What follows belongs to an exercise in optimizing a design on an open flow for small area; a production flow would make more cautious choices.
The RTL was checked by simulation tests, not by an equivalence proof against the original design.

--- flow/constraint.sdc ---
create_clock -name core_clock -period 55.0 [get_ports {clk}]
set_input_delay 11.0000 -clock core_clock [delete_from_list [all_inputs] [get_ports {clk}]]
set_output_delay 11.0000 -clock core_clock [all_outputs]
set_load 0.01 [all_outputs]
--- flow/design.v ---
module vig_permcore (
    input  wire       clk,
    input  wire       rst,         
    input  wire       in_valid,
    input  wire [1:0] in_op,       
    input  wire [7:0] in_data,
    input  wire [7:0] in_key,
    output wire       in_ready,
    output reg        out_valid,
    output wire [7:0] out_data,
    input  wire       out_ready,
    output reg        pvalid
);
    localparam OP_SEED      = 2'd0;
    localparam OP_SEED_LAST = 2'd1;
    localparam OP_ENC       = 2'd2;
    localparam OP_DEC       = 2'd3;
    function automatic [31:0] add;
        input [31:0] a;
        input [31:0] b;
        input        cin;
        integer n;
        reg c;
        begin
            c = cin;
            for (n = 0; n < 32; n = n + 1) begin
                add[n] = a[n] ^ b[n] ^ c;
                c = (a[n] & b[n]) | (a[n] & c) | (b[n] & c);
            end
        end
    endfunction
    reg        busy;        
    reg        start;       
    reg        fin;         
    reg        bld;         
    reg        bwd;         
    reg        hashing;     
    reg [15:0] s0;          
    reg [15:0] sf;          
    reg [7:0]  k;           
    reg [1:0]  ph;          
    reg [7:0]  r;           
    reg [7:0]  p;           
    reg [7:0]  key;         
    wire [15:0] s = (bwd ^ start) ? s0 : sf;
    assign in_ready = !busy && (!out_valid || out_ready);
    wire in_fire  = in_valid && in_ready && !rst;
    wire out_fire = out_valid && out_ready;
    assign out_data = p;
    wire [15:0] h      = hashing ? s0 : 16'd5381;
    wire [31:0] h33    = add({11'd0, h, 5'd0}, {16'd0, h}, 1'b0);
    wire [31:0] h_sum  = add(h33, {24'd0, in_data}, 1'b0);
    wire [15:0] h_next = h_sum[15:0];
    wire        fw  = !bwd;
    wire [31:0] a1  = add({14'd0, s, fw ? 2'b11 : 2'b01}, {16'd0, s} ^ {32{bwd}}, 1'b1);
    wire [31:0] a2  = add({9'd0, a1[18:0], fw ? 4'b1110 : 4'b0011}, {13'd0, a1[18:0]} ^ {32{fw}}, fw);
    wire [31:0] gw  = add({6'd0, a2[21:0], 4'b1110}, {10'd0, a2[21:0]}, 1'b0);
    wire [15:0] mc  = bwd ? {gw[8:0], 6'b111111, gw[25]} : a2[15:0];
    wire [15:0] mb  = bwd ? gw[24:9] : {9'd0, a2[22:16]};
    wire [31:0] md  = add({16'd0, mc}, ~{16'd0, mb}, 1'b1);
    wire [31:0] mr  = add({16'd0, md[15:0]}, 32'd0, md[16]);               
    wire [15:0] sn  = mr[15:0];
    wire [7:0]  byt  = (bwd && ph[1]) ? key : s[7:0];
    wire [3:0]  nib  = ph[0] ? byt[3:0] : byt[7:4];
    wire        big  = (k[7:4] != 4'd0) || (k[3:0] == 4'hf);    
    wire [7:0]  r_in = {r[7:4], r[3:0] | ({4{ph == 2'd1 && big}} & byt[7:4])};
    reg  [7:0]  q;
    reg  [31:0] t;
    integer b;
    always @* begin
        q = r_in;
        for (b = 3; b >= 0; b = b - 1) begin
            t = add({23'd0, q, nib[b]}, {23'd0, 1'b1, ~k}, 1'b0);    
            q = t[9] ? t[7:0] : {q[6:0], nib[b]};
        end
    end
    wire [7:0] j    = q;
    wire       hit  = (p == k) || (p == j);
    wire [7:0] p_tr = hit ? (p ^ k ^ j) : p;
    wire [31:0] pk  = add({24'd0, p}, {24'd0, key ^ {8{!bwd}}}, !bwd);   
    wire last_ph = (ph == 2'd3);
    wire k_end   = bwd ? (k == 8'd255) : (k == 8'd1);
    wire [7:0] k_nx = bwd ? k + 8'd1 : k - 8'd1;
    always @(posedge clk) begin
        if (rst) begin
            busy      <= 1'b0;
            start     <= 1'b0;
            fin       <= 1'b0;
            hashing   <= 1'b0;
            pvalid    <= 1'b0;
            out_valid <= 1'b0;
        end else begin
            if (out_fire) out_valid <= 1'b0;
            if (in_fire) begin
                if (in_op == OP_SEED) begin
                    s0      <= h_next;
                    hashing <= 1'b1;
                end else begin
                    busy  <= 1'b1;
                    start <= 1'b1;
                    bld   <= (in_op == OP_SEED_LAST);
                    bwd   <= (in_op == OP_ENC);
                    k     <= (in_op == OP_ENC) ? 8'd1 : 8'd255;
                    ph    <= (in_op == OP_ENC) ? 2'd0 : 2'd1;
                    r     <= 8'd0;
                    p     <= in_data;
                    key   <= in_key;
                    if (in_op == OP_SEED_LAST) begin
                        s0      <= h_next;
                        hashing <= 1'b0;
                    end
                end
            end
            if (start) begin
                start <= 1'b0;
                if (bwd) begin
                    s0  <= sn;
                    key <= s[7:0];
                    p   <= pk[7:0];
                end else
                    sf  <= sn;
            end else if (fin) begin
                fin  <= 1'b0;
                busy <= 1'b0;
                if (bld) begin
                    pvalid <= 1'b1;
                end else begin
                    out_valid <= 1'b1;
                    if (!bwd) p <= pk[7:0];
                end
            end else if (busy) begin
                r  <= last_ph ? 8'd0 : q;
                ph <= ph + 2'd1;
                if (ph[0] && !(last_ph && k_end)) begin
                    if (bwd) s0 <= sn;
                    else     sf <= sn;
                end
                if (bwd && last_ph) key <= s[7:0];
                if (last_ph) begin
                    p <= p_tr;
                    if (k_end)
                        fin <= 1'b1;
                    else begin
                        k  <= k_nx;
                        ph <= (k_nx[7:4] != 4'd0 || k_nx[3:0] == 4'hf) ? 2'd1 : 2'd0;
                    end
                end
            end
        end
    end
endmodule
--- flow/flow/run.sh ---
#!/bin/bash
# Own layout flow: the standard synthesis unchanged, then the standard layout with
# smaller port buffers and a clock tree of small buffers without dummy loads.
set -euo pipefail
bash standard.sh synth > synth.log 2>&1
bash standard.sh finish \
  BUFFER_PORTS_ARGS="-buffer_cell sky130_fd_sc_hd__buf_1" \
  CTS_ARGS="-sink_clustering_enable -repair_clock_nets -dont_use_dummy_load -buf_list {sky130_fd_sc_hd__clkbuf_4 sky130_fd_sc_hd__clkbuf_8}" \
  > layout.log 2>&1
--- flow/standard.sh ---
#!/bin/bash
# synth_recipe.tcl (not shown) runs the flow's synth.tcl, then flattens the netlist and writes it again
# the make line also repeats each setting of config.mk as NAME=value (left out here)
make -C /OpenROAD-flow-scripts/flow DESIGN_CONFIG=/design/flow/config.mk WORK_HOME=/design/flow/orfs CLKGATE_MAP_FILE= SYNTH_SCRIPT=/design/flow/synth_recipe.tcl "${@:-finish}"
--- flow/config.mk ---
export PLATFORM = sky130hd
export DESIGN_NAME = vig_permcore
export DESIGN_NICKNAME = vig_permcore
export VERILOG_FILES = /design/flow/design.v
export SDC_FILE = /design/flow/constraint.sdc
export NUM_CORES = 8
export LEC_CHECK = 0
export ABC_AREA = 1
export CAP_MARGIN = 20
export CORE_MARGIN = 2
export CORE_UTILIZATION = 50
export PLACE_DENSITY = 0.65
export SLEW_MARGIN = 20
==> results of run 1 <==
-- worst max-delay path by stage --
stage / slack (ps) / cells past startpoint / end
2_1_floorplan: 32780 / 2 / in_ready
3_3_place_gp: 32600 / 4 / in_ready
3_5_place_dp: 32590 / 4 / in_ready
4_1_cts: 32580 / 4 / in_ready
5_1_grt: 32510 / 4 / in_ready
6_report: 32580 / 4 / in_ready
-- state kept, by name, indices dropped and copies added (netlist names) --
name,flops
p,8
bwd,1
hashing,1
ph,2
s0,16
sf,16
pvalid,1
start,1
busy,1
r,8
out_valid,1
key,8
bld,1
fin,1
k,8
-- area by class of cell --
class / count / area share, %
repair buffers: 41 / 1.95
clock buffers: 9 / 1.29
flip-flops and latches: 74 / 22.5
inverters: 170 / 6.71
multi-input cells: 813 / 64.6
well taps: 229 / 2.98
-- per-layer routing --
| layer | up-vias | GRT usage [%] | part of all wire, % |
|---|---|---|---|
| met4 | 0 | 5.84 | 1.5 |
| li1 | 3601 | - | - |
| met5 | - | 0 | 0 |
| met3 | 21 | 3.37 | 6.7 |
| met1 | 3464 | 39.5 | 49 |
| met2 | 251 | 35.8 | 43 |
-- stage by stage --
stage                     utilization (%)
final                                53.4
after global routing                 53.4
after CTS                            53.4
after detailed placement             52.7
after global placement               52.7
after floorplan                         -
-- cells by family (layout without fill, tap and decap cells) --
| logic type | after synthesis | in the layout | share of synthesized area, % |
|---|---|---|---|
| adders and majority gates | 152 | 152 | 28.8 |
| xor gates and xnor gates | 66 | 66 | 6.29 |
| muxes | 7 | 7 | 0.816 |
| DFF | 74 | 74 | 23.5 |
| AOI/OAI and AO/OA | 207 | 207 | 13.3 |
| buffers and inverters | 209 | 220 | 8.98 |
| and+or+nand+nor | 381 | 381 | 18.3 |
-- worst register-to-register path: cells and delay by family (launching register included) --
kind,cells,cell delay [ps]
adders and majority gates,56,17220
xor gates and xnor gates,2,290
DFF,1,620
buffers and inverters,7,640
AOI/OAI and AO/OA,4,1070
and+or+nand+nor,3,430
-- layout by cell type, fill, tap and decap left out, drive strengths merged, types with 41 or more instances in the layout --
cell    count
o21ai     101
xor2       48
fa         99
edfxtp     68
buf        41
ha         53
nand2     269
nor2       48
a21oi      42
inv       169
==> results.toml, run 1 <==
[synthesis]
netlist_instances = 1096
synth.most_common_cell = "nand2_1"
ys_ff_latch = 74
syn_nets = 1270
synth_top_area_share_pct = 22.2
synthTopCellsByCount = "nand2_1 (237), inv_1 (162), fa_1 (99)"
ys_seq_area_share_pct = 23.5
synth_async_sr_flop_share_pct = 0
syn-mean-instance-area_sq_um = 8.39
synth.distinct_cells = 50
synth.area.top_cells = "edfxtp_1 (22%), fa_1 (22%), nand2_1 (9.7%)"
yosysTopAreaCell = "edfxtp_1"
ys_warn_count = 1
syn_area_sq_um = 9200
synth_ff_type = "edfxtp_1"
synth-edff-count = 68

[timing]
fin_setup_tns_ps = 0
fmax_mhz = 44.6
relSlewSlack_pct = 38.6
tightest_slew_ps = 911
finalSetupViolCount = 0
clock_skew_ps = 26.0
fin_crit_sh_pct = 40.8
hold_ws_ps = 458
period_minus_slack_ps = 22420
setup_ws_ps = 32580
slew_viol_final = 0
rsz0062_at_grt = "no"
hold_viol = 0

[routing]
vias_per_cell = 5.49
drc_errors = 0
wl_per_cell_microns = 17.5
drt_iter0_drc = 670
wirelength_microns = 23400
drt.antenna.violating_nets = 0
vias = 7337
dr.pass1.iters = 5

[cells_and_area]
nNetsFinal = 1283
fillerInstances = 1760
area_growth_pct = 4.61
seqCellArea_sq_um = 2160
drive_gt1_share_pct = 7.05
fin_cells = 1336
multi_input_area_sq_um = 6210
final_area_sq_um = 9620
antenna_cells = 0

[floorplanning]
fp.dieH_microns = 140
start_util_pct = 51.0
core_sq_um = 18000
ioPinCount = 33
dieArea_sq_um = 19500
rows = 49
die_x_microns = 140

[worst_hold_path]
hold_path.startpoint = "pvalid"
whs_path_depth = 2
hold_class = "flop to flop"
hold_end = "pvalid"

[critical_path]
path_buf_inv = 2
r2r-end = "s0[14]"
worstPathRequired_ps = 44000
worst-setup-path-type = "input port to primary output"
path_delay_family = "buffers and inverters"
regToRegStartpoint = "start"
path_cells = "buf_1 -> nor2_1 -> nor2_1 -> buf_1"
reg2regPathDepth = 72
critPathMaxStageDelay_ps = 170
critPathLaunch = "out_ready"
cp_max_fo = 2
start_kind = "input port"
slowest_stage = "buf_1"
reg2reg_slack_ps = 34490
arrival_ps = 11420
crit_path_end_kind = "primary output"

[clock_network]
htree_num_levels = 3
cts_resized = 0
clk_pin_slew_ps = 80
cts_buffers = 9
hold_buffers = 0
cts-root-buf = "clkbuf_8"
tritoncts = "done"
clkLatencyLatePin_ps = 360
cts.sinks = 74
clk_path_buf_depth = 2
post-cts-setup-buffers = 0

[run_status]
status = "complete, no violations"

[global_routing]
grt_antenna_before_repair = 0
grt_use_total_pct = 24.8
grt_max_degree = 50
grt_first_pass_wirelength_microns = 38200
grt_pass1_vias = 7042
overflow = 0

[placement]
portBuffers = 32
hpwl_microns = 18600
place_congestion = 0.873
place_area_sq_um = 9500
place_ws_ps = 32590
dp.cells = 1327

[job]
cap_violations = 0
==> run 2, diff against run 1 <==
--- a/flow/design.v
+++ b/flow/design.v
@@ -35,6 +35,7 @@
     reg        bld;         
     reg        bwd;         
     reg        hashing;     
+    reg [15:0] h;           
     reg [15:0] s0;          
     reg [15:0] sf;          
     reg [7:0]  k;           
@@ -47,8 +48,8 @@
     wire in_fire  = in_valid && in_ready && !rst;
     wire out_fire = out_valid && out_ready;
     assign out_data = p;
-    wire [15:0] h      = hashing ? s0 : 16'd5381;
-    wire [31:0] h33    = add({11'd0, h, 5'd0}, {16'd0, h}, 1'b0);
+    wire [15:0] hh     = hashing ? h : 16'd5381;
+    wire [31:0] h33    = add({11'd0, hh, 5'd0}, {16'd0, hh}, 1'b0);
     wire [31:0] h_sum  = add(h33, {24'd0, in_data}, 1'b0);
     wire [15:0] h_next = h_sum[15:0];
     wire        fw  = !bwd;
@@ -93,7 +94,7 @@
             if (out_fire) out_valid <= 1'b0;
             if (in_fire) begin
                 if (in_op == OP_SEED) begin
-                    s0      <= h_next;
+                    h       <= h_next;
                     hashing <= 1'b1;
                 end else begin
                     busy  <= 1'b1;
==> run 2 against run 1 <==
Worst hold slack improved by 7.4 ps. Still clean. Final area increased by 5.6%. Critical path depth unchanged. Global-route usage about the same. Setup slack got worse by 21 ps. Critical endpoint unchanged.
==> results.toml, run 2 <==
[global_routing]
grt_first_pass_wirelength_microns = 39000
grt_pass1_vias = 7340
grt_antenna_before_repair = 0
grt_max_degree = 51
overflow = 0
grt_use_total_pct = 24.9

[job]
cap_violations = 0

[floorplanning]
fp.dieH_microns = 143
start_util_pct = 51.3
ioPinCount = 33
rows = 50
die_x_microns = 143
dieArea_sq_um = 20400
core_sq_um = 18800

[placement]
dp.cells = 1382
place_congestion = 0.893
portBuffers = 32
place_ws_ps = 32570
hpwl_microns = 18900
place_area_sq_um = 10000

[critical_path]
worst-setup-path-type = "input port to primary output"
regToRegStartpoint = "bwd"
critPathMaxStageDelay_ps = 170
worstPathRequired_ps = 44000
slowest_stage = "buf_1"
path_cells = "buf_1 -> nor2_1 -> nor2_1 -> buf_1"
start_kind = "input port"
cp_max_fo = 3
reg2regPathDepth = 74
critPathLaunch = "out_ready"
crit_path_end_kind = "primary output"
arrival_ps = 11440

[routing]
wirelength_microns = 23700
dr.pass1.iters = 5
wl_per_cell_microns = 17.0
drc_errors = 0
drt_iter0_drc = 644
vias = 7539
vias_per_cell = 5.42
drt.antenna.violating_nets = 0

[synthesis]
synth.distinct_cells = 49
synth-edff-count = 84
syn_area_sq_um = 9660
yosysTopAreaCell = "edfxtp_1"
synth_ff_type = "edfxtp_1"
netlist_instances = 1118
ys_warn_count = 1
synth.area.top_cells = "edfxtp_1 (26%), fa_1 (21%), nand2_1 (9.5%)"
ys_seq_area_share_pct = 27.4
syn_nets = 1292
ys_ff_latch = 90
syn-mean-instance-area_sq_um = 8.64
synth.most_common_cell = "nand2_1"
synthTopCellsByCount = "nand2_1 (244), inv_1 (173), fa_1 (99)"
synth_top_area_share_pct = 26.1
synth_async_sr_flop_share_pct = 0

[cells_and_area]
antenna_cells = 0
final_common_cell = "nand2_1"
nNetsFinal = 1307
drive_gt1_share_pct = 7.52
final_area_sq_um = 10200
fin_cells = 1391
area_growth_pct = 5.13
reg_top3 = "h: 16 flops, s0: 16 flops, sf: 16 flops"
post-route-util_pct = 53.9
fillerInstances = 1768
final_cell_mix = "nand2_1 (244), inv_1 (172), fa_1 (99)"

[clock_network]
hold_buffers = 0
htree_num_levels = 3
tritoncts = "done"
cts-root-buf = "clkbuf_8"
clk_path_buf_depth = 2
clk_pin_slew_ps = 90
cts_resized = 0
post-cts-setup-buffers = 0
clkLatencyLatePin_ps = 390
cts_buffers = 9
cts.sinks = 90

[timing]
fin_setup_tns_ps = 0
slew_viol_final = 0
setup_ws_ps = 32560
period_minus_slack_ps = 22440
relSlewSlack_pct = 43.2
clock_skew_ps = 39.1
fin_crit_sh_pct = 40.8
finalSetupViolCount = 0
hold_viol = 0
fmax_mhz = 44.6
tightest_slew_ps = 848
rsz0062_at_grt = "no"

[worst_hold_path]
whs_path_depth = 2
hold_path.startpoint = "pvalid"
hold_class = "flop to flop"

[run_status]
status = "complete, no violations"
[run 2: logic make-up (layout without fill, tap and decap cells)]
| group | after synthesis | count (layout) | synth area share, % |
|---|---|---|---|
| AO/OA/AOI/OAI | 185 | 185 | 11.3 |
| AND/OR/NAND/NOR | 398 | 398 | 18.2 |
| flip-flops | 90 | 90 | 27.4 |
| multiplexers | 10 | 10 | 1.13 |
| XOR/XNOR | 66 | 66 | 5.99 |
| adder cells (fa/ha/maj) | 152 | 152 | 27.4 |
| buffers and inverters | 217 | 230 | 8.64 |
[run 2: layer usage]
layer | vias up | wire length (microns) | global-route usage, % | part of all wire [%]
li1 | 3646 | - | - | -
met1 | 3630 | 11400 | 37.8 | 48
met2 | 243 | 10500 | 37.5 | 44
met3 | 20 | 1560 | 4.23 | 6.6
met4 | 0 | 299 | 5.11 | 1.3
met5 | - | 0 | 0 | 0
[run 2: layout make-up]
class / instances / area, sq um / share of cell area, %
inverter: 180 / 678 / 6.68
clock buffer: 9 / 124 / 1.22
sequential: 90 / 2640 / 26.0
multi-input combinational: 811 / 6200 / 61.0
timing repair buffer: 41 / 188 / 1.85
tap: 260 / 325 / 3.20
[run 2: final timing paths]
path	endpoint	slack [ps]
max reg2reg	s0[14]	34210
min reg2reg	pvalid	470
max	in_ready	32560
min	pvalid	470
[run 2: critical path, delay by kind of cell]
family                 cells  cell delay, ps
and+or+nand+nor            2             200
buffers and inverters      2             240
[run 2: stage by stage]
step	hold slack (ps)
after floorplan	444
after global placement	443
after detailed placement	460
after CTS	473
after global routing	498
final	465
==> run 3, diff against run 2 <==
==> flow/flow/run.sh (replaced) <==
#!/bin/bash
# Own layout flow.
# 1. the standard synthesis, unchanged.
# 2. Its combinational logic, except the adder cells, re-mapped by Yosys and ABC for
#    area; every register keeps its instance name, cell and connections.
# 3. the standard layout of that netlist, with the smallest buffer on the ports
#    and a clock tree of small buffers without dummy loads.
# Each tool writes its full output to a log file here.
set -euo pipefail
res=orfs/results/sky130hd/vig_permcore/base
lib=$FLOW_HOME/platforms/sky130hd/lib/sky130_fd_sc_hd__tt_025C_1v80.lib

bash standard.sh synth > synth.log 2>&1

python3 flow/mklib.py "$lib" comb.lib > mklib.log 2>&1
cp "$res/1_2_yosys.v" standard_1_2_yosys.v
cat > reopt.ys <<EOY
read_liberty -lib $lib
read_liberty -overwrite comb.lib
read_verilog standard_1_2_yosys.v
hierarchy -top $FLOW_TOP
flatten
opt -purge
abc -liberty comb.lib -script flow/abc_area.script
setundef -zero
hilomap -singleton -hicell sky130_fd_sc_hd__conb_1 HI -locell sky130_fd_sc_hd__conb_1 LO
splitnets
opt_clean -purge
rename -hide w:*.*
opt_clean -purge
stat -liberty $lib
write_verilog -noattr -nohex -nodec reopt.v
EOY
yosys -l reopt.log -s reopt.ys > /dev/null 2>&1
cp reopt.v "$res/1_2_yosys.v"
touch "$res/1_2_yosys.v"

bash standard.sh finish \
  BUFFER_PORTS_ARGS="-buffer_cell sky130_fd_sc_hd__buf_1" \
  CTS_ARGS="-sink_clustering_enable -repair_clock_nets -dont_use_dummy_load -buf_list {sky130_fd_sc_hd__clkbuf_4 sky130_fd_sc_hd__clkbuf_8}" \
  > layout.log 2>&1
==> flow/flow/abc_area.script (new file) <==
strash
dc2
strash
dch -f
map -a
mfs2
strash
dch -f
map -a
topo
==> flow/flow/mklib.py (new file) <==
#!/usr/bin/env python3
"""Write a liberty holding only the platform's single-output combinational cells
(no registers, latches, adder cells, tie cells, delay, clock-delay, power or
physical-only cells). Yosys reads it for the cells' functions and ABC maps to it.
usage: mklib.py PLATFORM.lib OUT.lib"""
import re
import sys

src, dst = sys.argv[1], sys.argv[2]
lib = open(src).read()
skip = re.compile(r"(df|dl|sdf|edf|fa_|ha_|conb|tap|fill|decap|probe|lpflow|diode|"
                  r"clkdly|dlygate|dlymetal|einv|ebuf|sedf|macro|bleeder)")
groups = []
first = None
for m in re.finditer(r'\n\s*cell\s*\(\s*"?([\w]+)"?\s*\)\s*\{', lib):
    if first is None:
        first = m.start()
    k = lib.index("{", m.start())
    depth = 0
    while True:
        c = lib[k]
        if c == "{":
            depth += 1
        elif c == "}":
            depth -= 1
            if depth == 0:
                break
        k += 1
    if not skip.search(m.group(1)):
        groups.append(lib[m.start():k + 1])
open(dst, "w").write(lib[:first] + "".join(groups) + "\n}\n")
print(f"{len(groups)} cells written to {dst}")
==> run 3 against run 2 <==
Via count down 3.5%. First-iteration DRC count down 27%. Cell count down 4.5%. Utilization up 0.53 points. Routed wire length down 2.8%. Setup slack worse by 8.3 ps.
==> results.toml, run 3 <==
[cells_and_area]
nNetsFinal = 1275
fin_cells = 1328
seqCellArea_sq_um = 2640
final_cell_mix = "clkinv_1 (179), nand2_1 (179), nor2_1 (125)"
multi_input_area_sq_um = 5870
reg_top3 = "h: 16 flops, s0: 16 flops, sf: 16 flops"
drive_gt1_share_pct = 2.91
area_growth_pct = 6.60
antenna_cells = 0
fillerInstances = 1727

[clock_network]
hold_buffers = 0
clk_pin_slew_ps = 90
htree_num_levels = 3
clkLatencyLatePin_ps = 380
clk_path_buf_depth = 2
tritoncts = "done"
post-cts-setup-buffers = 0
cts_buffers = 9
cts-root-buf = "clkbuf_8"
cts.sinks = 90
cts_resized = 0

[global_routing]
grt_max_degree = 63
grt_first_pass_wirelength_microns = 38000
overflow = 0
grt_pass1_vias = 7259
grt_use_total_pct = 25.0
grt_antenna_before_repair = 0

[critical_path]
crit_path_end_kind = "primary output"
arrival_ps = 11450
slowest_stage = "buf_1"
cp_max_fo = 2
critPathMaxStageDelay_ps = 140
path_cells = "buf_1 -> clkinv_1 -> nand2_1 -> nand2_1 -> clkinv_1 -> buf_1"
worst-setup-path-type = "input port to primary output"
start_kind = "input port"
worstPathRequired_ps = 44000

[routing]
drt_iter0_drc = 467
dr.pass1.iters = 5
vias_per_cell = 5.48
wirelength_microns = 23000
vias = 7274
drc_errors = 0
drt.antenna.violating_nets = 0
wl_per_cell_microns = 17.3

[timing]
slew_viol_final = 0
relSlewSlack_pct = 31.5
fin_crit_sh_pct = 40.8
clock_skew_ps = 22.5
tightest_slew_ps = 1020
rsz0062_at_grt = "no"
fin_setup_tns_ps = 0
hold_viol = 0
fmax_mhz = 44.5
finalSetupViolCount = 0
period_minus_slack_ps = 22450

[synthesis]
ys_warn_count = 1
syn_nets = 1223
syn_area_sq_um = 9180
syn-mean-instance-area_sq_um = 8.75
netlist_instances = 1049

[placement]
place_congestion = 0.884
hpwl_microns = 18200
dp.cells = 1319
portBuffers = 32

[job]
cap_violations = 0

[floorplanning]
die_x_microns = 139
fp.dieH_microns = 139
start_util_pct = 51.1
core_sq_um = 18000
ioPinCount = 33
dieArea_sq_um = 19400
rows = 49

[run_status]
status = "complete, no violations"

[worst_hold_path]
hold_class = "flop to flop"
[run 3: cell count changes in the layout (fill, tap and decap cells not counted), sizes merged, moves of 8 or more]
cell / change
inv: -179
clkinv: +178
nand2: -98
nor2: +72
a21oi: +29
nand3: -21
o31ai: +13
a22oi: +10
o211ai: -9
o21ai: -8
xor2: +8
[run 3: through the flow]
stage | hold WS (ps) | setup WS [ps] | area [sq um] | utilization [%]
2_1_floorplan | 448 | 32610 | 9180 | -
3_3_place_gp | 458 | 32550 | 9660 | 53.8
3_5_place_dp | 465 | 32550 | 9660 | 53.8
4_1_cts | 477 | 32550 | 9780 | 54.4
5_1_grt | 493 | 32500 | 9780 | 54.4
6_report | 474 | 32550 | 9780 | 54.4
[run 3: final timing paths]
| kind | slack [ps] | cells past startpoint | end | from |
|---|---|---|---|---|
| setup / recovery | 32550 | 6 | in_ready | out_ready |
| hold / removal | 470 | 2 | busy | busy |
| setup reg to reg | 34100 | 74 | s0[14] | bwd |
| hold reg to reg | 470 | 2 | busy | busy |
[run 3: critical path, delay by kind of cell]
kind / cells / cell delay [ps]
buf+inv: 4 / 330
simple gates: 2 / 120
[run 3: metal layers]
metal	wire, microns	up-vias	track usage (%)
met5	0	-	0
met4	399	0	5.69
met3	1000	35	4.30
met2	11600	151	42.6
met1	9990	3531	33.7
li1	-	3557	-
[run 3: cell type report]
class / count / area share, %
clock buffer: 9 / 1.27
multi-input combinational: 780 / 60.0
sequential: 90 / 27.0
timing repair buffer: 41 / 1.92
inverter: 179 / 6.87
tap: 229 / 2.93
==> run 4, diff against run 3 <==
--- a/flow/design.v
+++ b/flow/design.v
@@ -35,7 +35,6 @@
     reg        bld;         
     reg        bwd;         
     reg        hashing;     
-    reg [15:0] h;           
     reg [15:0] s0;          
     reg [15:0] sf;          
     reg [7:0]  k;           
@@ -48,8 +47,8 @@
     wire in_fire  = in_valid && in_ready && !rst;
     wire out_fire = out_valid && out_ready;
     assign out_data = p;
-    wire [15:0] hh     = hashing ? h : 16'd5381;
-    wire [31:0] h33    = add({11'd0, hh, 5'd0}, {16'd0, hh}, 1'b0);
+    wire [15:0] h      = hashing ? s0 : 16'd5381;
+    wire [31:0] h33    = add({11'd0, h, 5'd0}, {16'd0, h}, 1'b0);
     wire [31:0] h_sum  = add(h33, {24'd0, in_data}, 1'b0);
     wire [15:0] h_next = h_sum[15:0];
     wire        fw  = !bwd;
@@ -94,7 +93,7 @@
             if (out_fire) out_valid <= 1'b0;
             if (in_fire) begin
                 if (in_op == OP_SEED) begin
-                    h       <= h_next;
+                    s0      <= h_next;
                     hashing <= 1'b1;
                 end else begin
                     busy  <= 1'b1;
--- a/flow/flow/run.sh
+++ b/flow/flow/run.sh
@@ -1,8 +1,10 @@
 #!/bin/bash
 # Own layout flow.
 # 1. the standard synthesis, unchanged.
-# 2. Its combinational logic, except the adder cells, re-mapped by Yosys and ABC for
-#    area; every register keeps its instance name, cell and connections.
+# 2. Full adders flipped where that saves inversions (a full adder with every input
+#    and output inverted computes the same), then the combinational logic, except the
+#    adder cells, re-mapped by Yosys and ABC for area; every register keeps its
+#    instance name, cell and connections.
 # 3. the standard layout of that netlist, with the smallest buffer on the ports
 #    and a clock tree of small buffers without dummy loads.
 # Each tool writes its full output to a log file here.
@@ -14,10 +16,11 @@
 
 python3 flow/mklib.py "$lib" comb.lib > mklib.log 2>&1
 cp "$res/1_2_yosys.v" standard_1_2_yosys.v
+python3 flow/faflip.py standard_1_2_yosys.v flipped.v > faflip.log 2>&1
 cat > reopt.ys <<EOY
 read_liberty -lib $lib
 read_liberty -overwrite comb.lib
-read_verilog standard_1_2_yosys.v
+read_verilog flipped.v
 hierarchy -top $FLOW_TOP
 flatten
 opt -purge
==> flow/flow/faflip.py (new file) <==
#!/usr/bin/env python3
"""Choose full adders to flip (FA is self-dual: FA(~a,~b,~c) = ~FA(a,b,c) on both
outputs) so that fewer inversions sit between adders, registers and other logic,
and rewrite the netlist with inverters around the flipped adders. A later ABC run
removes the inverter pairs this creates.
usage: faflip.py IN.v OUT.v"""
import re
import sys
from collections import defaultdict

src, dst = sys.argv[1], sys.argv[2]
text = open(src).read()
inst_re = re.compile(r"(sky130_fd_sc_hd__\w+)\s+(\\\S+\s|\S+)\s*\((.*?)\);", re.S)
pin_re = re.compile(r"\.(\w+)\(([^()]*)\)")
OUT = {"X", "Y", "Q", "Q_N", "SUM", "COUT", "HI", "LO"}
cells = []
for m in inst_re.finditer(text):
    typ, name, body = m.group(1), m.group(2).strip(), m.group(3)
    pins = {p: n.strip() for p, n in pin_re.findall(body)}
    cells.append((typ, name, pins, m.start(), m.end()))
drv = {}
sinks = defaultdict(list)
for i, (typ, name, pins, _, _) in enumerate(cells):
    for p, n in pins.items():
        if p in OUT:
            drv[n] = (i, p)
        else:
            sinks[n].append((i, p))
def esc(n):
    return n + " " if n.startswith("\\") else n
def is_inv(t):
    return re.search(r"__(clk)?inv_\d+$", t) is not None
def kind(t):
    if t.endswith("fa_1"):
        return "fa"
    if re.search(r"(df|edf)", t):
        return "ff"
    return "logic"
# source of a net through inverter chains: (net, parity)
def source(net):
    par = 0
    seen = 0
    while net in drv and is_inv(cells[drv[net][0]][0]) and seen < 8:
        net = cells[drv[net][0]][2]["A"]
        par ^= 1
        seen += 1
    return net, par
fa = [i for i, c in enumerate(cells) if kind(c[0]) == "fa"]
# edges: (fa_i, other, parity, weight); other = fa index or None (fixed polarity)
W_FIXED = {"fa": 1.0, "ff": 1.0, "logic": 0.25}
edges = defaultdict(list)
for i in fa:
    typ, name, pins, _, _ = cells[i]
    for p in ("A", "B", "CIN"):
        net, par = source(pins[p])
        if net in drv:
            j, _ = drv[net]
            k = kind(cells[j][0])
        else:
            j, k = None, "logic"   # port or constant
        if k == "fa":
            edges[i].append((j, par, 1.0))
            edges[j].append((i, par, 1.0))
        else:
            edges[i].append((None, par, W_FIXED[k]))
    for p in ("COUT", "SUM"):
        # sinks that are not adders, seen through inverters
        stack = [(pins[p], 0)]
        while stack:
            net, par = stack.pop()
            for j, q in sinks[net]:
                t = cells[j][0]
                if is_inv(t):
                    stack.append((cells[j][2]["Y"], par ^ 1))
                elif kind(t) != "fa":
                    edges[i].append((None, par, W_FIXED[kind(t)]))
flip = {i: 0 for i in fa}
def cost_of(i):
    c = 0.0
    for j, par, w in edges[i]:
        fj = flip[j] if j is not None else 0
        c += w * ((par ^ flip[i] ^ fj) & 1)
    return c
changed = True
rounds = 0
while changed and rounds < 50:
    changed = False
    rounds += 1
    for i in fa:
        before = cost_of(i)
        flip[i] ^= 1
        if cost_of(i) < before - 1e-9:
            changed = True
        else:
            flip[i] ^= 1
nflip = sum(flip.values())
# rewrite
out = []
last = 0
extra = []
wires = []
cnt = 0
for i, (typ, name, pins, s, e) in enumerate(cells):
    if i in flip and flip[i]:
        out.append(text[last:s])
        new = {}
        for p in ("A", "B", "CIN", "COUT", "SUM"):
            cnt += 1
            w = f"faflip_n{cnt}"
            wires.append(w)
            if p in ("A", "B", "CIN"):
                extra.append(f"  sky130_fd_sc_hd__inv_1 faflip_i{cnt} (.A({esc(pins[p])}), .Y({w}));")
            else:
                extra.append(f"  sky130_fd_sc_hd__inv_1 faflip_i{cnt} (.A({w}), .Y({esc(pins[p])}));")
            new[p] = w
        conn = ", ".join(f".{p}({new[p]})" for p in ("A", "B", "CIN", "COUT", "SUM"))
        out.append(f"{typ} {name} ({conn});")
        last = e
out.append(text[last:])
res = "".join(out)
k = res.rindex("endmodule")
decl = "".join(f"  wire {w};\n" for w in wires)
res = res[:k] + decl + "\n".join(extra) + "\n" + res[k:]
open(dst, "w").write(res)
print(f"{len(fa)} full adders, {nflip} flipped")
==> run 4 against run 3 <==
Still clean. Largest cell class unchanged. Critical path type unchanged. Sequential cell count decreased by 16. Fmax about the same. Worst hold slack improved by 2.6 ps. First-iteration DRC count increased by 3.9%.
==> results.toml, run 4 <==
[run_status]
status = "complete, no violations"

[worst_hold_path]
hold_path.startpoint = "pvalid"
whs_path_depth = 2
hold_class = "flop to flop"
hold_end = "pvalid"

[clock_network]
tritoncts = "done"
htree_num_levels = 3
cts_buffers = 9
post-cts-setup-buffers = 0
cts_resized = 0
hold_buffers = 0
cts-root-buf = "clkbuf_8"
clkLatencyLatePin_ps = 370
cts.sinks = 74
clk_pin_slew_ps = 80
clk_path_buf_depth = 2

[routing]
vias_per_cell = 5.54
drc_errors = 0
wl_met2_microns = 11300
wl_per_cell_microns = 17.5
vias = 7030
drt.antenna.violating_nets = 0
wirelength_microns = 22200
wl_met1_microns = 9460
top_layer_used = "met4"
dr.pass1.iters = 5
dr_wl_met3_microns = 876
drt_iter0_drc = 485

[cells_and_area]
final_cell_mix = "nand2_1 (162), clkinv_1 (140), nor2_1 (125)"
post-route-util_pct = 55.0
area_growth_pct = 6.79
fin_cells = 1270
fillerInstances = 1583
seqCellArea_sq_um = 2160
final_common_cell = "nand2_1"
drive_gt1_share_pct = 2.86
multi_input_area_sq_um = 5930
reg_top3 = "s0: 16 flops, sf: 16 flops"
nNetsFinal = 1226
antenna_cells = 0

[placement]
dp.cells = 1261
place_congestion = 0.877
hpwl_microns = 18000
portBuffers = 32

[timing]
clock_skew_ps = 25.1
fin_setup_tns_ps = 0
fmax_mhz = 44.6
hold_ws_ps = 477
finalSetupViolCount = 0
fin_crit_sh_pct = 40.8
rsz0062_at_grt = "no"
tightest_slew_ps = 1100
hold_viol = 0
relSlewSlack_pct = 26.5
slew_viol_final = 0
period_minus_slack_ps = 22440

[floorplanning]
ioPinCount = 33
die_x_microns = 135
core_sq_um = 16700
rows = 47
start_util_pct = 51.5
dieArea_sq_um = 18300
fp.dieH_microns = 135

[synthesis]
syn_nets = 1176
netlist_instances = 1002
ys_warn_count = 1
syn-mean-instance-area_sq_um = 8.59
syn_area_sq_um = 8610

[critical_path]
slowest_stage = "buf_1"
worstPathRequired_ps = 44000
cp_max_fo = 2
arrival_ps = 11440
start_kind = "input port"
reg2reg_slack_ps = 33630
r2r-end = "s0[15]"
crit_path_end_kind = "primary output"
worst-setup-path-type = "input port to primary output"
critPathMaxStageDelay_ps = 140
reg2regPathDepth = 77
regToRegStartpoint = "start"
path_cells = "buf_1 -> clkinv_1 -> nand2_1 -> nand2_1 -> clkinv_1 -> buf_1"

[global_routing]
grt_first_pass_wirelength_microns = 36100
grt_use_total_pct = 25.8
overflow = 0
grt_antenna_before_repair = 0
grt_max_degree = 55
grt_pass1_vias = 6913

[job]
cap_violations = 0
==> run 4: worst max-delay path by stage <==
stage | from | to | slack [ps] | depth (start not counted)
after global routing | start | s0[15] | 32430 | 77
after CTS | out_ready | in_ready | 32560 | 6
after detailed placement | out_ready | in_ready | 32560 | 6
after floorplan | bwd | s0[15] | 32370 | 76
after global placement | out_ready | in_ready | 32550 | 6
final | out_ready | in_ready | 32560 | 6
==> run 4: stage by stage <==
step	area, sq um	setup WS (ps)
after floorplan	8610	32370
after global placement	9070	32550
after detailed placement	9070	32560
after CTS	9190	32560
after global routing	9190	32430
final	9190	32560
==> run 4: per-layer routing <==
metal	global-route usage [%]	up-vias
li1	-	3448
met1	33.4	3378
met2	45.3	173
met3	3.63	31
met4	7.35	0
met5	0	-
==> run 4: final cells by class <==
class | count | area share [%]
Timing Repair Buffer | 39 | 1.88
Tap cell | 220 | 2.99
Inverter | 140 | 5.72
Sequential cell | 74 | 23.5
Multi-Input combinational cell | 788 | 64.5
Clock buffer | 9 | 1.35
==> run 4: worst max-delay path: cells and delay by family <==
kind	cells	cell delay (ps)
AND/OR/NAND/NOR	2	120
buffers and inverters	4	310
==> run 5, diff against run 4 <==
==> flow/flow/abc_area.script (replaced) <==
strash
&get -n
&deepsyn -T 60
&put
strash
dch -f
map -a
mfs2
strash
dch -f
map -a
topo
==> run 5 against run 4 <==
Critical path type unchanged. Synthesized area is 3.5% lower. Critical endpoint unchanged. Final area is 3.2% lower.
==> results.toml, run 5 <==
[critical_path]
path_buf_inv = 4
worst-setup-path-type = "input port to primary output"
critPathMaxStageDelay_ps = 140
start_kind = "input port"
slowest_stage = "buf_1"
path_cells = "buf_1 -> clkinv_1 -> nand2_1 -> nand2_1 -> clkinv_1 -> buf_1"
cp_max_fo = 2
crit_path_end_kind = "primary output"
arrival_ps = 11440
path_delay_family = "buffers and inverters"
worstPathRequired_ps = 44000

[floorplanning]
rows = 47
die_x_microns = 133
fp.dieH_microns = 133
core_sq_um = 16400
ioPinCount = 33
start_util_pct = 50.6
dieArea_sq_um = 17700

[cells_and_area]
post-route-util_pct = 54.2
drive_gt1_share_pct = 3.17
final_area_sq_um = 8900
reg_top3 = "s0: 16 flops, sf: 16 flops"
final_common_cell = "nand2_1"
final_cell_mix = "nand2_1 (165), clkinv_1 (136), fa_1 (99)"
area_growth_pct = 7.16
antenna_cells = 0
nNetsFinal = 1153

[clock_network]
tritoncts = "done"
cts.sinks = 74
clkLatencyLatePin_ps = 370
hold_buffers = 0
cts-root-buf = "clkbuf_8"
post-cts-setup-buffers = 0
clk_pin_slew_ps = 70
cts_resized = 0
htree_num_levels = 3
cts_buffers = 9
clk_path_buf_depth = 2

[synthesis]
syn_area_sq_um = 8300
netlist_instances = 927
syn_nets = 1101
ys_warn_count = 1
syn-mean-instance-area_sq_um = 8.96

[placement]
place_congestion = 0.903
portBuffers = 32
hpwl_microns = 17100
place_area_sq_um = 8770

[run_status]
status = "complete, no violations"

[timing]
relSlewSlack_pct = 33.3
clock_skew_ps = 28.2
finalSetupViolCount = 0
fin_crit_sh_pct = 40.8
hold_viol = 0
slew_viol_final = 0
fmax_mhz = 44.6
period_minus_slack_ps = 22440
hold_ws_ps = 505
tightest_slew_ps = 993
rsz0062_at_grt = "no"
fin_setup_tns_ps = 0

[routing]
vias = 6658
dr.pass1.iters = 5
drt.antenna.violating_nets = 0
vias_per_cell = 5.56
drt_iter0_drc = 570
wl_per_cell_microns = 17.7
wirelength_microns = 21200
drc_errors = 0

[global_routing]
grt_pass1_vias = 6499
grt_max_degree = 55
grt_use_total_pct = 25.5
overflow = 0
grt_first_pass_wirelength_microns = 35000
grt_antenna_before_repair = 0

[job]
cap_violations = 0

[worst_hold_path]
hold_class = "flop to flop"
[run 5: layout make-up]
type | instances | area [sq um]
Clock buffer | 9 | 124
Fill cell | 1517 | 7510
Inverter | 136 | 510
Multi-Input combinational cell | 717 | 5640
Sequential cell | 74 | 2160
Tap cell | 220 | 275
Timing Repair Buffer | 41 | 188
[run 5: worst paths after layout]
| kind | startpoint | end | cells after the start | slack (ps) |
|---|---|---|---|---|
| setup / recovery | out_ready | in_ready | 6 | 32560 |
| hold / removal | busy | busy | 2 | 500 |
| setup reg to reg | bwd | s0[14] | 78 | 32930 |
| hold reg to reg | busy | busy | 2 | 500 |
[run 5: worst min-delay path, cell delays in order (launching register included)]
cell and delay, ps:
dfxtp_1 300, clkinv_1 70, a211oi_1 80
[run 5: layer usage]
layer  up-vias  global-route usage [%]  part of all wire [%]
li1       3197                       -                     -
met1      3180                    39.9                    48
met2       246                    36.0                    42
met3        35                    5.13                   7.7
met4         0                    6.63                   1.9
met5         -                       0                     0
[run 5: per-stage QoR]
step                worst slack [ps]  std cells
floorplan                      31790        927
global route                   31710       1197
finish                         32560       1197
global placement               32560       1188
detailed placement             32550       1188
CTS                            32550       1197
==> run 6, diff against run 5 <==
--- a/flow/design.v
+++ b/flow/design.v
@@ -35,6 +35,7 @@
     reg        bld;         
     reg        bwd;         
     reg        hashing;     
+    reg [15:0] h;           
     reg [15:0] s0;          
     reg [15:0] sf;          
     reg [7:0]  k;           
@@ -47,8 +48,8 @@
     wire in_fire  = in_valid && in_ready && !rst;
     wire out_fire = out_valid && out_ready;
     assign out_data = p;
-    wire [15:0] h      = hashing ? s0 : 16'd5381;
-    wire [31:0] h33    = add({11'd0, h, 5'd0}, {16'd0, h}, 1'b0);
+    wire [15:0] hh     = hashing ? h : 16'd5381;
+    wire [31:0] h33    = add({11'd0, hh, 5'd0}, {16'd0, hh}, 1'b0);
     wire [31:0] h_sum  = add(h33, {24'd0, in_data}, 1'b0);
     wire [15:0] h_next = h_sum[15:0];
     wire        fw  = !bwd;
@@ -93,7 +94,7 @@
             if (out_fire) out_valid <= 1'b0;
             if (in_fire) begin
                 if (in_op == OP_SEED) begin
-                    s0      <= h_next;
+                    h       <= h_next;
                     hashing <= 1'b1;
                 end else begin
                     busy  <= 1'b1;
==> run 6 against run 5 <==
Register-to-register slack improved by 130 ps. Sequential share of layout area rose by 3.5 points. Critical endpoint unchanged.
==> results.toml, run 6 <==
[synthesis]
syn-mean-instance-area_sq_um = 9.18
netlist_instances = 969
syn_area_sq_um = 8900
ys_warn_count = 1
syn_nets = 1143

[floorplanning]
ioPinCount = 33
dieArea_sq_um = 18900
rows = 48
die_x_microns = 137
core_sq_um = 17400
start_util_pct = 51.3
fp.dieH_microns = 137

[routing]
drt.antenna.violating_nets = 0
wirelength_microns = 22000
vias = 6883
vias_per_cell = 5.54
drt_iter0_drc = 564
drc_errors = 0
wl_per_cell_microns = 17.7
dr.pass1.iters = 6

[global_routing]
overflow = 0
grt_use_total_pct = 25.1
grt_pass1_vias = 6686
grt_first_pass_wirelength_microns = 35900
grt_max_degree = 56
grt_antenna_before_repair = 0

[clock_network]
cts_resized = 0
htree_num_levels = 3
clk_pin_slew_ps = 60
post-cts-setup-buffers = 0
cts_buffers = 9
cts.sinks = 90
clkLatencyLatePin_ps = 360
tritoncts = "done"
clk_path_buf_depth = 2
cts-root-buf = "clkbuf_8"
hold_buffers = 0

[placement]
place_area_sq_um = 9380
hpwl_microns = 18000
place_congestion = 0.961
dp.cells = 1234
portBuffers = 32
place_ws_ps = 32560

[timing]
hold_viol = 0
setup_ws_ps = 32560
rsz0062_at_grt = "no"
slew_viol_final = 0
fin_crit_sh_pct = 40.8
relSlewSlack_pct = 39.2
clock_skew_ps = 25.0
fin_setup_tns_ps = 0
tightest_slew_ps = 903
fmax_mhz = 44.6
finalSetupViolCount = 0
period_minus_slack_ps = 22440

[critical_path]
crit_path_end_kind = "primary output"
arrival_ps = 11440
path_cells = "buf_1 -> clkinv_1 -> nand2_1 -> nand2_1 -> clkinv_1 -> buf_1"
start_kind = "input port"
slowest_stage = "buf_1"
cp_max_fo = 2
worstPathRequired_ps = 44000
worst-setup-path-type = "input port to primary output"
path_delay_family = "buffers and inverters"
path_buf_inv = 4
critPathMaxStageDelay_ps = 140

[cells_and_area]
area_growth_pct = 6.83
fin_cells = 1243
antenna_cells = 0
final_cell_mix = "clkinv_1 (158), nand2_1 (151), nor2_1 (102)"
reg_top3 = "h: 16 flops, s0: 16 flops, sf: 16 flops"
drive_gt1_share_pct = 3.83
final_area_sq_um = 9510
final_common_cell = "clkinv_1"
nNetsFinal = 1194

[worst_hold_path]
hold_class = "flop to flop"

[run_status]
status = "complete, no violations"

[job]
cap_violations = 0
run 6: final timing paths:
kind,end,slack [ps],start,cells past startpoint
max,in_ready,32560,out_ready,6
min,fin,480,fin,2
max reg2reg,s0[14],33060,bwd,76
min reg2reg,fin,480,fin,2
run 6: layer usage:
metal	vias to the layer above	track usage, %	share of wire, %	wire, microns
li1	3339	-	-	-
met1	3281	40.1	50	10900
met2	239	36.5	43	9520
met3	24	3.57	5.9	1290
met4	0	4.81	1.1	243
met5	-	0	0	0
run 6: final cells by class:
type,instances,area [sq um]
Inverter,158,593
Tap cell,225,282
Fill cell,1568,7850
Sequential cell,90,2640
Timing Repair Buffer,40,180
Multi-Input combinational cell,721,5690
Clock buffer,9,124
run 6: metrics by stage:
stage | hold slack, ps | util, %
finish | 483 | 54.8
global route | 521 | 54.8
CTS | 484 | 54.7
detailed placement | 465 | 54.0
global placement | 462 | 54.0
floorplan | 439 | -
run 6: worst min-delay path: stages (launching register included):
cell     delay (ps)
dfxtp_1         320
nand2_1          60
a21oi_1          60
==> run 7, diff against run 6 <==
==> flow/flow/abc_area.script (replaced) <==
strash
dc2
strash
dch -f
map -a
mfs2
strash
dch -f
map -a
topo
==> run 7 against run 6 <==
Still clean. Clock skew barely moved. Utilization fell by 0.65 points. Count of clock-buffer cells in the layout did not move. Worst hold slack got worse by 0.58 ps. Final area rose by 1.6%. Synthesized cell count rose by 3.4%. Fmax barely moved. Via count rose by 2.4%. Synthesized area rose by 1.6%. Critical path type unchanged.
==> results.toml, run 7 <==
[run_status]
status = "complete, no violations"

[clock_network]
clk_path_buf_depth = 2
cts-root-buf = "clkbuf_8"
cts_resized = 0
clkLatencyLatePin_ps = 380
tritoncts = "done"
clk_pin_slew_ps = 90
post-cts-setup-buffers = 0
hold_buffers = 0
htree_num_levels = 3
cts.sinks = 90
cts_buffers = 9

[cells_and_area]
antenna_cells = 0
drive_gt1_share_pct = 3.23
final_cell_mix = "nand2_1 (153), clkinv_1 (148), nor2_1 (124)"
fillerInstances = 1677
nNetsFinal = 1229
final_common_cell = "nand2_1"
reg_top3 = "h: 16 flops, s0: 16 flops, sf: 16 flops"
fin_cells = 1282
area_growth_pct = 6.78

[routing]
drt.antenna.violating_nets = 0
drc_errors = 0
wl_per_cell_microns = 17.5
vias = 7051
vias_per_cell = 5.50
wirelength_microns = 22400
dr.pass1.iters = 5
drt_iter0_drc = 564

[timing]
fin_crit_sh_pct = 40.8
relSlewSlack_pct = 30.7
rsz0062_at_grt = "no"
hold_viol = 0
period_minus_slack_ps = 22430
clock_skew_ps = 24.8
tightest_slew_ps = 1030
slew_viol_final = 0
hold_ws_ps = 483
finalSetupViolCount = 0
fin_setup_tns_ps = 0
fmax_mhz = 44.6

[critical_path]
r2r-end = "s0[14]"
crit_path_end_kind = "primary output"
critPathLaunch = "out_ready"
reg2regPathDepth = 74
worst-setup-path-type = "input port to primary output"
regToRegStartpoint = "bwd"
path_cells = "buf_1 -> clkinv_1 -> nand2_1 -> nand2_1 -> clkinv_1 -> buf_1"
start_kind = "input port"
reg2reg_slack_ps = 33150
arrival_ps = 11430
critPathMaxStageDelay_ps = 140
endpoint = "in_ready"
slowest_stage = "buf_1"
worstPathRequired_ps = 44000
cp_max_fo = 2

[floorplanning]
core_sq_um = 17800
start_util_pct = 50.7
die_x_microns = 138
rows = 49
ioPinCount = 33
fp.dieH_microns = 138
dieArea_sq_um = 19200

[global_routing]
grt_use_total_pct = 24.5
grt_first_pass_wirelength_microns = 37000
grt_pass1_vias = 7100
grt_antenna_before_repair = 0
grt_max_degree = 63
overflow = 0

[placement]
place_congestion = 0.864
dp.cells = 1273
portBuffers = 32
hpwl_microns = 18000

[synthesis]
syn_area_sq_um = 9040
netlist_instances = 1002
syn-mean-instance-area_sq_um = 9.03
ys_warn_count = 1
syn_nets = 1176

[job]
cap_violations = 0

[worst_hold_path]
hold_class = "flop to flop"
[run 7: worst min-delay path by stage]
| stage | cells after the start | startpoint | slack [ps] | end |
|---|---|---|---|---|
| 6_report | 2 | busy | 480 | busy |
| 5_1_grt | 2 | busy | 500 | busy |
| 4_1_cts | 2 | busy | 480 | busy |
| 3_5_place_dp | 2 | busy | 470 | busy |
| 3_3_place_gp | 2 | busy | 460 | busy |
| 2_1_floorplan | 2 | busy | 450 | busy |
[run 7: through the flow]
step	util, %	area [sq um]	worst slack, ps
after global placement	53.4	9530	32560
after detailed placement	53.4	9530	32570
after floorplan	-	9040	32200
final	54.1	9660	32570
after CTS	54.1	9660	32570
after global routing	54.1	9660	31990
[run 7: layout make-up]
class | count | area [sq um] | area share (%)
clock buffer | 9 | 124 | 1.28
timing repair buffer | 42 | 195 | 2.02
tap | 229 | 287 | 2.97
sequential | 90 | 2640 | 27.4
inverter | 148 | 556 | 5.75
multi-input combinational | 764 | 5850 | 60.6
[run 7: worst max-delay path, delay by kind of cell]
kind | cells | cell delay (ps)
buffers and inverters | 4 | 310
and+or+nand+nor | 2 | 110
[run 7: layer usage]
layer | up-vias | track usage [%] | part of all wire, %
met4 | 0 | 7.04 | 2.7
met2 | 154 | 43.6 | 51
met1 | 3392 | 31.2 | 42
met5 | - | 0 | 0
li1 | 3464 | - | -
met3 | 41 | 3.74 | 4.2
==> run 8, diff against run 7 <==
--- a/flow/flow/run.sh
+++ b/flow/flow/run.sh
@@ -3,7 +3,7 @@
 # 1. the standard synthesis, unchanged.
 # 2. Full adders flipped where that saves inversions (a full adder with every input
 #    and output inverted computes the same), then the combinational logic, except the
-#    adder cells, re-mapped by Yosys and ABC for area; every register keeps its
+#    full adder cells, re-mapped by Yosys and ABC for area; every register keeps its
 #    instance name, cell and connections.
 # 3. the standard layout of that netlist, with the smallest buffer on the ports
 #    and a clock tree of small buffers without dummy loads.
==> flow/flow/abc_area.script (replaced) <==
strash
&get -n
&deepsyn -T 60
&put
strash
dch -f
map -a
mfs2
strash
dch -f
map -a
topo
--- a/flow/flow/mklib.py
+++ b/flow/flow/mklib.py
@@ -1,6 +1,6 @@
 #!/usr/bin/env python3
-"""Write a liberty holding only the platform's single-output combinational cells
-(no registers, latches, adder cells, tie cells, delay, clock-delay, power or
+"""Write a liberty holding only the platform's combinational cells
+(no registers, latches, full adders, tie cells, delay, clock-delay, power or
 physical-only cells). Yosys reads it for the cells' functions and ABC maps to it.
 usage: mklib.py PLATFORM.lib OUT.lib"""
 import re
@@ -8,7 +8,7 @@
 
 src, dst = sys.argv[1], sys.argv[2]
 lib = open(src).read()
-skip = re.compile(r"(df|dl|sdf|edf|fa_|ha_|conb|tap|fill|decap|probe|lpflow|diode|"
+skip = re.compile(r"(df|dl|sdf|edf|fa_|conb|tap|fill|decap|probe|lpflow|diode|"
                   r"clkdly|dlygate|dlymetal|einv|ebuf|sedf|macro|bleeder)")
 groups = []
 first = None
==> run 8 against run 7 <==
Sequential cell count is the same. Synthesized area fell by 4.3%. Register-to-register slack worse by 950 ps. Synthesized cell count increased by 0.40%. Via count shrank 1.9%. Sequential share of layout area grew 1.3 points. Count of clock-buffer cells in the layout unchanged. Critical path type is now flop to flop. Highest routed layer unchanged.
==> results.toml, run 8 <==
[cells_and_area]
drive_gt1_share_pct = 2.95
reg_top3 = "h: 16 flops, s0: 16 flops, sf: 16 flops"
antenna_cells = 0
final_common_cell = "nor2_1"
final_cell_mix = "nor2_1 (183), clkinv_1 (157), nand2_1 (150)"
final_area_sq_um = 9230
nNetsFinal = 1175
area_growth_pct = 6.60
post-route-util_pct = 53.9

[clock_network]
clkLatencyLatePin_ps = 390
cts_resized = 0
hold_buffers = 0
htree_num_levels = 3
cts.sinks = 90
clk_pin_slew_ps = 80
cts-root-buf = "clkbuf_8"
clk_path_buf_depth = 2
cts_buffers = 9
post-cts-setup-buffers = 0
tritoncts = "done"

[timing]
fmax_mhz = 43.9
slew_viol_final = 0
tightest_slew_ps = 873
fin_setup_tns_ps = 0
clock_skew_ps = 22.3
fin_crit_sh_pct = 41.5
period_minus_slack_ps = 22800
relSlewSlack_pct = 41.2
hold_viol = 0
finalSetupViolCount = 0
rsz0062_at_grt = "no"

[critical_path]
crit_path_end_kind = "flop"
reg2reg_slack_ps = 32200
regToRegStartpoint = "bwd"
r2r-end = "s0[15]"
arrival_ps = 22930
critPathMaxStageDelay_ps = 730
worstPathRequired_ps = 55130
start_kind = "flop"
crit_top_cell = "fa_1"
reg2regPathDepth = 84
cp_max_fo = 22
worst-setup-path-type = "flop to flop"
slowest_stage = "o21ai_0"

[placement]
place_congestion = 0.884
place_area_sq_um = 9110
hpwl_microns = 17900
portBuffers = 32

[routing]
drt_iter0_drc = 575
vias = 6914
drt.antenna.violating_nets = 0
wl_per_cell_microns = 17.4
drc_errors = 0
wirelength_microns = 22200
vias_per_cell = 5.41
dr.pass1.iters = 5

[floorplanning]
rows = 48
start_util_pct = 50.6
core_sq_um = 17100
dieArea_sq_um = 18400
ioPinCount = 33
die_x_microns = 136
fp.dieH_microns = 136

[global_routing]
grt_antenna_before_repair = 0
overflow = 0
grt_max_degree = 60
grt_pass1_vias = 6748
grt_use_total_pct = 25.9
grt_first_pass_wirelength_microns = 36300

[synthesis]
ys_warn_count = 1
syn_nets = 1127
syn-mean-instance-area_sq_um = 8.61
netlist_instances = 1006
syn_area_sq_um = 8660

[worst_hold_path]
hold_path.startpoint = "busy"
whs_path_depth = 2
hold_end = "busy"
hold_class = "flop to flop"

[run_status]
status = "complete, no violations"

[job]
cap_violations = 0
==> run 8: final cells by class <==
type | count | area [sq um]
multi-input cells | 758 | 5430
repair buffers | 38 | 165
clock buffers | 9 | 124
fillers | 1639 | 7890
flip-flops and latches | 90 | 2640
inverters | 157 | 589
well taps | 225 | 282
==> run 8: how the worst max path moves through the flow <==
stage	cells past startpoint	slack, ps	start	endpoint
floorplan	84	31360	bwd	s0[15]
global placement	6	32550	out_ready	in_ready
detailed placement	84	32250	bwd	s0[15]
CTS	84	32270	bwd	s0[15]
global route	84	30640	bwd	s0[15]
finish	84	32200	bwd	s0[15]
==> run 8: metal layers <==
layer,track usage [%],wire (microns)
met1,40.2,11000
met2,38.2,9600
met3,3.70,1180
met4,6.48,348
met5,0,0
==> run 8: per-stage QoR <==
step                      setup WS (ps)  cells  hold WS, ps
after global placement            32550   1268          477
after floorplan                   31360   1006          439
after global routing              30640   1277          531
after detailed placement          32250   1268          467
after CTS                         32270   1277          490
final                             32200   1277          493
==> run 8: critical path: cells and delay by family (launching register included) <==
| kind | cells | cell delay, ps |
|---|---|---|
| adders and majority gates | 36 | 14640 |
| buffers and inverters | 17 | 1860 |
| AOI/OAI and AO/OA | 3 | 1140 |
| and+or+nand+nor | 23 | 3360 |
| DFF | 1 | 490 |
| xor gates and xnor gates | 5 | 1040 |
==> run 9, diff against run 8 <==
==> flow/flow/abc_area.script (replaced) <==
strash
&get -n
&deepsyn -T 60
&st
&nf -R 1000 -p -a
&put
topo
==> run 9 against run 8 <==
Critical path type is now input port to primary output. Non-clock buffer count is 1 higher. Global-route usage is 0.63 points lower. Sequential cell count stayed put. Highest routed layer unchanged. First-iteration DRC count is 1.2% lower. Fmax is 1.6% higher. Register-to-register slack better by 1600 ps.
==> results.toml, run 9 <==
[floorplanning]
die_x_microns = 134
core_sq_um = 16600
fp.dieH_microns = 134
ioPinCount = 33
dieArea_sq_um = 18000
rows = 47
start_util_pct = 51.0

[critical_path]
slowest_stage = "buf_1"
cp_max_fo = 3
critPathMaxStageDelay_ps = 170
worstPathRequired_ps = 44000
path_cells = "buf_1 -> nor2b_1 -> nor2_1 -> buf_1"
worst-setup-path-type = "input port to primary output"
path_delay_family = "buffers and inverters"
crit_path_end_kind = "primary output"
reg2reg_slack_ps = 33850
arrival_ps = 11450
crit_top_cell = "buf_1"
start_kind = "input port"
path_buf_inv = 2

[global_routing]
grt_use_total_pct = 25.3
grt_antenna_before_repair = 0
grt_first_pass_wirelength_microns = 35000
overflow = 0
grt_max_degree = 81
grt_pass1_vias = 6487

[placement]
hpwl_microns = 16700
place_ws_ps = 32550
portBuffers = 32
place_congestion = 0.894

[timing]
finalSetupViolCount = 0
period_minus_slack_ps = 22450
rsz0062_at_grt = "no"
hold_viol = 0
relSlewSlack_pct = 35.3
setup_ws_ps = 32550
slew_viol_final = 0
fin_crit_sh_pct = 40.8
tightest_slew_ps = 970
fin_setup_tns_ps = 0
fmax_mhz = 44.6
clock_skew_ps = 39.9

[routing]
dr.pass1.iters = 5
vias_per_cell = 5.94
top_layer_used = "met4"
wl_met2_microns = 9210
wl_per_cell_microns = 19.9
wl_met1_microns = 10100
drc_errors = 0
drt.antenna.violating_nets = 0
wirelength_microns = 21600
drt_iter0_drc = 568
vias = 6430
dr_wl_met3_microns = 1700

[synthesis]
syn-mean-instance-area_sq_um = 10.4
syn_nets = 936
ys_warn_count = 1
syn_area_sq_um = 8460
netlist_instances = 815

[cells_and_area]
final_cell_mix = "nor2_1 (112), fa_1 (99), edfxtp_1 (84)"
reg_top3 = "h: 16 flops, s0: 16 flops, sf: 16 flops"
area_growth_pct = 6.95
fillerInstances = 1492
final_common_cell = "nor2_1"
antenna_cells = 0
drive_gt1_share_pct = 2.20
nNetsFinal = 986

[clock_network]
clkLatencyLatePin_ps = 390
cts_buffers = 9
post-cts-setup-buffers = 0
clk_pin_slew_ps = 110
cts_resized = 0
hold_buffers = 0
cts.sinks = 90
clk_path_buf_depth = 2
htree_num_levels = 3
cts-root-buf = "clkbuf_8"
tritoncts = "done"

[worst_hold_path]
hold_class = "flop to flop"

[run_status]
status = "complete, no violations"

[job]
cap_violations = 0
-- run 9: layer usage --
metal / track usage [%] / up-vias
met5: 0 / -
met4: 8.71 / 0
met3: 5.52 / 49
met2: 36.5 / 269
met1: 37.9 / 3153
li1: - / 2959
-- run 9: layout make-up --
| class | instances | area, sq um | share of cell area (%) |
|---|---|---|---|
| multi-input cells | 692 | 5710 | 63.1 |
| flip-flops and latches | 90 | 2640 | 29.2 |
| well taps | 220 | 275 | 3.04 |
| repair buffers | 39 | 173 | 1.91 |
| clock buffers | 9 | 124 | 1.37 |
| inverters | 33 | 124 | 1.37 |
-- run 9: path summary, 6_finish.rpt --
| kind | start | end | cells past startpoint |
|---|---|---|---|
| worst max-delay path | out_ready | in_ready | 4 |
| worst min-delay path | pvalid | pvalid | 2 |
| worst max register to register | start | s0[15] | 60 |
| worst min register to register | pvalid | pvalid | 2 |
-- run 9: per-stage QoR --
stage	instance area, sq um	hold WS, ps	util (%)	cells
floorplan	8460	477	-	815
finish	9050	505	54.6	1083
global route	9050	547	54.6	1083
detailed placement	8920	484	53.8	1074
global placement	8920	457	53.8	1074
CTS	9050	511	54.6	1083
-- run 9: tightest hold or removal path, stage by stage, from the launching register on --
cell	delay [ps]
dfxtp_1	350
a21oi_1	50
nor2_1	70

separate check: timing with driven ports:
The flow's constraints put no driver on any port. The routed layouts listed below were extracted and timed again, unchanged, in two steps. Step 1 assumes that a clkbuf_16 drives the clock port and a buf_2 every other input. Step 2 times the ports against the registers' clock, not the clock port: input delays grow and output delays shrink by t, the midpoint of the rising clock arrivals with the driver on. Three values: ideal, step 1, step 2; two values: the first two.
| run | t (ns) | setup slack, ns | worst hold slack (ns) | worst setup path after step 2 | pins driven straight from the clock port |
|---|---|---|---|---|---|
| run 1 | 0.392 | 32.581 / 32.554 / 32.554 | 0.458 / 0.458 / 0.458 | input to output | 1 |
| run 2 | 0.406 | 32.561 / 32.539 / 32.539 | 0.465 / 0.465 / 0.465 | input to output | 1 |
| run 3 | 0.411 | 32.552 / 32.530 / 32.530 | 0.474 / 0.474 / 0.474 | input to output | 1 |
| run 4 | 0.395 | 32.560 / 32.537 / 32.537 | 0.477 / 0.477 / 0.477 | input to output | 1 |
| run 5 | 0.394 | 32.556 / 32.533 / 32.533 | 0.505 / 0.505 / 0.505 | input to output | 1 |
| run 6 | 0.383 | 32.556 / 32.531 / 32.531 | 0.483 / 0.483 / 0.483 | input to output | 1 |
| run 7 | 0.401 | 32.572 / 32.550 / 32.550 | 0.483 / 0.483 / 0.483 | input to output | 1 |
| run 8 | 0.411 | 32.202 / 32.202 / 32.202 | 0.493 / 0.493 / 0.493 | register to register | 1 |
| run 9 | 0.401 | 32.555 / 32.531 / 32.531 | 0.505 / 0.505 / 0.505 | input to output | 1 |
After both steps every run listed still meets setup and hold. For run 1, which loses most, drivers alone change the setup slack by -0.027 ns; drivers and shift together by -0.027 ns.
